What follows belongs to an exercise in optimizing a design on an open flow for small area, a short achievable clock period and few clock cycles; a production flow would make more cautious choices.
At most, simulation tests tie the RTL to the original design; equivalence was not proved.
No activity file was given, so power comes from the tool's default toggle rates.

the reference run:
==> flow/design.v <==
module sampa_elink_step (
    input  wire [1:0]  st,
    input  wire [5:0]  rem,
    input  wire        nw_one,   
    input  wire [49:0] win0,     
    input  wire [49:0] win1,     
    output reg  [1:0]  st_n,
    output reg  [5:0]  rem_n,
    output reg         emit,
    output reg         word,     
    output wire        pos       
);
    localparam [49:0] SYNC = 50'h1555540F00113;
    localparam [1:0] S_HUNT   = 2'd0;
    localparam [1:0] S_HEADER = 2'd1;
    localparam [1:0] S_DATA   = 2'd2;
    wire sync0 = (win0 == SYNC);
    wire sync1 = (win1 == SYNC);
    wire end0 = (rem == 6'd1);
    wire end1 = (rem == 6'd2);
    assign pos = end0;
    wire [2:0] pkt    = end0 ? win0[9:7] : win1[9:7];
    wire       nzw    = end0 ? (|win0[19:10]) : (|win1[19:10]);
    wire       hsync  = end0 ? sync0 : sync1;
    wire       pkt_sy = (pkt == 3'd2);
    wire       pkt_dt = (pkt != 3'd0) && (pkt != 3'd2) && (pkt != 3'd5);
    wire [5:0] rem_d2 = rem - 6'd2;
    reg        next_data;
    always @* begin
        st_n      = st;
        emit      = 1'b0;
        word      = 1'b0;
        next_data = 1'b0;
        rem_n     = rem_d2;
        if (st == S_HUNT) begin
            if (rem[5:1] == 5'd0)
                rem_n = 6'd0;
            if ((rem[5:1] == 5'd0) && sync0) begin
                st_n  = S_HEADER;
                rem_n = 6'd49;
            end else if ((rem[5:2] == 4'd0) && (rem[1:0] != 2'd3) && sync1) begin
                st_n  = S_HEADER;
                rem_n = 6'd50;
            end
        end else if (end0 || end1) begin
            if (st == S_HEADER) begin
                emit = pkt_dt || (pkt_sy && !hsync);
                if (pkt_dt && nzw) begin
                    st_n      = S_DATA;
                    next_data = 1'b1;
                end
            end else begin
                emit = 1'b1;
                word = 1'b1;
                if (nw_one)
                    st_n = S_HEADER;
                else
                    next_data = 1'b1;
            end
            rem_n = next_data ? (end0 ? 6'd9 : 6'd10) : (end0 ? 6'd49 : 6'd50);
        end
    end
endmodule
module sampa_elink (
    input  wire        clk,
    input  wire        rst,
    input  wire        clr,         
    input  wire        take,        
    input  wire        b0,
    input  wire        b1,
    input  wire        pop,         
    input  wire [9:0]  nw_in,       
    output reg         slot_valid,
    output reg         slot_word,   
    output reg         slot_pos,    
    output wire        slot_emit,   
    output wire        slot_word_n, 
    output wire        slot_pos_n,  
    output reg  [50:0] sr,          
    output reg  [9:0]  nw           
);
    reg  [1:0] st;
    reg  [5:0] rem;
    wire [1:0] st_n;
    wire [5:0] rem_n;
    wire       emit_n, word_n, pos_n;
    sampa_elink_step u_step (
        .st(st), .rem(rem), .nw_one(nw == 10'd1),
        .win0({b0, sr[50:2]}), .win1({b1, b0, sr[50:3]}),
        .st_n(st_n), .rem_n(rem_n),
        .emit(emit_n), .word(word_n), .pos(pos_n)
    );
    wire emit = take & emit_n;
    assign slot_emit   = emit;
    assign slot_word_n = emit ? word_n : slot_word;
    assign slot_pos_n  = emit ? pos_n : slot_pos;
    always @(posedge clk) begin
        if (rst) begin
            st         <= 2'd0;
            rem        <= 6'd50;
            slot_valid <= 1'b0;
        end else begin
            if (clr) begin
                st  <= 2'd0;
                rem <= 6'd50;
            end else if (take) begin
                st  <= st_n;
                rem <= rem_n;
            end
            if (emit)
                slot_valid <= 1'b1;
            else if (pop)
                slot_valid <= 1'b0;
        end
        if (take)
            sr <= {b1, b0, sr[50:2]};
        if (pop)
            nw <= nw_in;
        slot_word <= slot_word_n;
        slot_pos  <= slot_pos_n;
    end
endmodule
module sampa_decoder (
    input  wire        clk,
    input  wire        rst,
    input  wire        in_valid,
    output wire        in_ready,
    input  wire [31:0] in_word,
    input  wire [15:0] in_mask,
    input  wire        clear,
    output wire        out_valid,
    input  wire        out_ready,
    output wire [3:0]  out_elink,
    output wire [1:0]  out_kind,
    output wire [49:0] out_data
);
    localparam N = 16;
    wire [N-1:0]    slot_valid;
    wire [N-1:0]    slot_word;
    wire [N-1:0]    slot_pos;
    wire [N-1:0]    slot_emit;
    wire [51*N-1:0] slot_sr;
    wire [10*N-1:0] slot_nw;
    wire [9:0]      nw_new;
    reg        a_v, b_v;
    reg [55:0] a_sym, b_sym;    
    reg        rdy;             
    wire q_pop  = a_v & out_ready;
    wire q_room = ~b_v | q_pop;
    reg  [N-1:0] grant;
    reg          g_word, g_pos;
    wire [N-1:0] slot_word_n, slot_pos_n;
    wire         any   = |grant;
    wire         push  = any & q_room;
    wire [N-1:0] pop   = grant & {N{q_room}};
    reg        r_v, r_clr;
    reg [31:0] r_word;
    reg [15:0] r_mask;
    wire accept = r_v & rdy;                 
    wire r_free = ~r_v | rdy;                
    wire eclr   = r_clr & r_free;            
    assign in_ready  = r_free;
    assign out_valid = a_v;
    assign {out_elink, out_kind, out_data} = a_sym;
    always @(posedge clk) begin
        if (rst) begin
            r_v   <= 1'b0;
            r_clr <= 1'b0;
        end else if (r_free) begin
            r_v   <= in_valid;
            r_clr <= clear;
        end else begin
            r_clr <= r_clr | clear;
        end
        if (r_free & in_valid) begin
            r_word <= in_word;
            r_mask <= in_mask;
        end
    end
    genvar e;
    generate
        for (e = 0; e < N; e = e + 1) begin : g_elink
            sampa_elink u_elink (
                .clk        (clk),
                .rst        (rst),
                .clr        (eclr),
                .take       (accept & ~r_mask[e]),
                .b0         (r_word[2*e+1]),
                .b1         (r_word[2*e]),
                .pop        (pop[e]),
                .slot_valid (slot_valid[e]),
                .slot_word  (slot_word[e]),
                .slot_pos   (slot_pos[e]),
                .slot_emit  (slot_emit[e]),
                .slot_word_n(slot_word_n[e]),
                .slot_pos_n (slot_pos_n[e]),
                .nw_in      (nw_new),
                .sr         (slot_sr[51*e +: 51]),
                .nw         (slot_nw[10*e +: 10])
            );
        end
    endgenerate
    integer k;
    reg [50:0] sel_sr;
    reg [3:0]  sel_elink;
    reg [9:0]  sel_nw;
    reg [49:0] win;
    reg [55:0] sym;
    always @* begin
        sel_sr    = 51'd0;
        sel_elink = 4'd0;
        sel_nw    = 10'd0;
        for (k = 0; k < N; k = k + 1) begin
            sel_sr    = sel_sr | (slot_sr[51*k +: 51] & {51{grant[k]}});
            sel_elink = sel_elink | (k[3:0] & {4{grant[k]}});
            sel_nw    = sel_nw | (slot_nw[10*k +: 10] & {10{grant[k]}});
        end
        win = g_pos ? sel_sr[49:0] : sel_sr[50:1];
        if (g_word)
            sym = {sel_elink, 2'd1, 40'd0, win[49:40]};
        else
            sym = {sel_elink, (win[9:7] == 3'd2) ? 2'd2 : 2'd0, win};
    end
    assign nw_new = g_word ? sel_nw - 10'd1 : win[19:10];
    wire [N-1:0] slots_n = (slot_valid & ~pop) | slot_emit;
    wire         none_n  = ~|slots_n;
    wire         one_n   = ~|(slots_n & (slots_n - {{(N-1){1'b0}}, 1'b1})) & ~none_n;
    wire         b_v_n   = q_pop ? (b_v & push) : (b_v | (a_v & push));
    wire [N-1:0] grant_n = slots_n & (~slots_n + {{(N-1){1'b0}}, 1'b1});
    always @(posedge clk) begin
        if (rst) begin
            a_v <= 1'b0;
            b_v <= 1'b0;
            rdy <= 1'b1;
            grant <= {N{1'b0}};
        end else begin
            grant <= grant_n;
            rdy <= none_n | (one_n & ~b_v_n);
            if (q_pop) begin
                a_v <= b_v | push;
                b_v <= b_v & push;
            end else begin
                a_v <= a_v | push;
                b_v <= b_v | (a_v & push);
            end
        end
        g_word <= |(grant_n & slot_word_n);
        g_pos  <= |(grant_n & slot_pos_n);
        if (q_pop | ~a_v)
            a_sym <= b_v ? b_sym : sym;
        if (push & (q_pop ? b_v : a_v))
            b_sym <= sym;
    end
endmodule
export LEC_CHECK = 0
export ABC_CLOCK_PERIOD_IN_PS = 3500
export CAP_MARGIN = 20
export CORE_MARGIN = 2
export CORE_UTILIZATION = 40
export SLEW_MARGIN = 20
create_clock -name core_clock -period 10.0 [get_ports {clk}]
standard.sh (not shown) runs the stock make flow with config.mk's settings and CLKGATE_MAP_FILE= SYNTH_SCRIPT=/design/flow/synth_recipe.tcl, a recipe that flattens the netlist after the stock synthesis.
==> flow/flow/run.sh <==
#!/bin/bash
set -euo pipefail
bash standard.sh SETUP_SLACK_MARGIN=6.6 finish > standard_flow.log 2>&1
The reference run was carried through to the last stage, and its layout satisfied the timing, design-rule and antenna checks.
Testbench counts of the reference run, summed over its fixed seeds: cycles 21,280.
Relative to the reference run, the following input files were edited for the trial run:
--- a/flow/design.v
+++ b/flow/design.v
@@ -70,4 +70,5 @@
     input  wire        b1,
     input  wire        pop,         
+    input  wire        nw_we,       
     input  wire [9:0]  nw_in,       
     output reg         slot_valid,
@@ -115,5 +116,5 @@
         if (take)
             sr <= {b1, b0, sr[50:2]};
-        if (pop)
+        if (nw_we)
             nw <= nw_in;
         slot_word <= slot_word_n;
@@ -143,4 +144,6 @@
     wire [10*N-1:0] slot_nw;
     wire [9:0]      nw_new;
+    reg  [9:0]      nw_wb;      
+    reg  [N-1:0]    nw_sel;     
     reg        a_v, b_v;
     reg [55:0] a_sym, b_sym;    
@@ -195,5 +198,6 @@
                 .slot_word_n(slot_word_n[e]),
                 .slot_pos_n (slot_pos_n[e]),
-                .nw_in      (nw_new),
+                .nw_we      (nw_sel[e]),
+                .nw_in      (nw_wb),
                 .sr         (slot_sr[51*e +: 51]),
                 .nw         (slot_nw[10*e +: 10])
@@ -234,6 +238,8 @@
             rdy <= 1'b1;
             grant <= {N{1'b0}};
+            nw_sel <= {N{1'b0}};
         end else begin
             grant <= grant_n;
+            nw_sel <= pop;
             rdy <= none_n | (one_n & ~b_v_n);
             if (q_pop) begin
@@ -245,4 +251,5 @@
             end
         end
+        nw_wb  <= nw_new;
         g_word <= |(grant_n & slot_word_n);
         g_pos  <= |(grant_n & slot_pos_n);
Results
Area growth from synthesis to layout: the trial run vs the reference run up 1.6 points. The reference run and the trial run ended up with roughly the same instance count after placement with tap cells included. Of the trial run and the reference run, the lower routed wire length on met2 belongs to the reference run. Of the trial run and the reference run, the lower average instance area after synthesis belongs to the reference run. The count of state elements after synthesis of the trial run is higher than that of the reference run. Comparing sequential power for the trial run and the reference run, the smaller number came from the reference run. The trial run: portion of total power attributed to sequential cells is 2.3 points lower than what the reference run reported. Placeable core region came out higher on the trial run than on the reference run. Count of clock-buffer cells in the layout, the trial run vs the reference run: down by a few percent. Of the trial run and the reference run, the lower highest clock rate belongs to the trial run. Route | the trial run vs the reference run | wire longer in the trial run. Changes observed in the trial run relative to the reference run: die footprint up about 0.56%, area used by sequential logic in the layout +about 1.3%, switching fraction of total power ~0 delta.
No functional check of the RTL was part of the trial run.

## re-timing with driven ports
Ports are ideal in the flow. The routed layouts listed here were re-timed in OpenROAD.
Step 1: set_driving_cell puts a clkbuf_16 on clk and a buf_2 on each other input, an assumption about the parent block.
Step 2, shift: input delay + t, output delay - t, t = (earliest + latest rising clock arrival at the registers) / 2. This alone moves slack from input paths to output paths.
Slacks: no drivers / after step 1 / after step 2; pairs: no drivers / after step 1.
run | shift t [ns] | setup WS [ns] | worst slew at a driven data input, ns
the reference run | 0.884 | 6.353 / 6.353 / 5.604 | 0.09
the trial run | 0.887 | 6.272 / 6.272 / 5.463 | 0.07
After both steps setup and hold are still met in every run listed. For the trial run, which loses most, drivers alone change the setup slack by 0.000 ns; drivers and shift together by -0.809 ns.
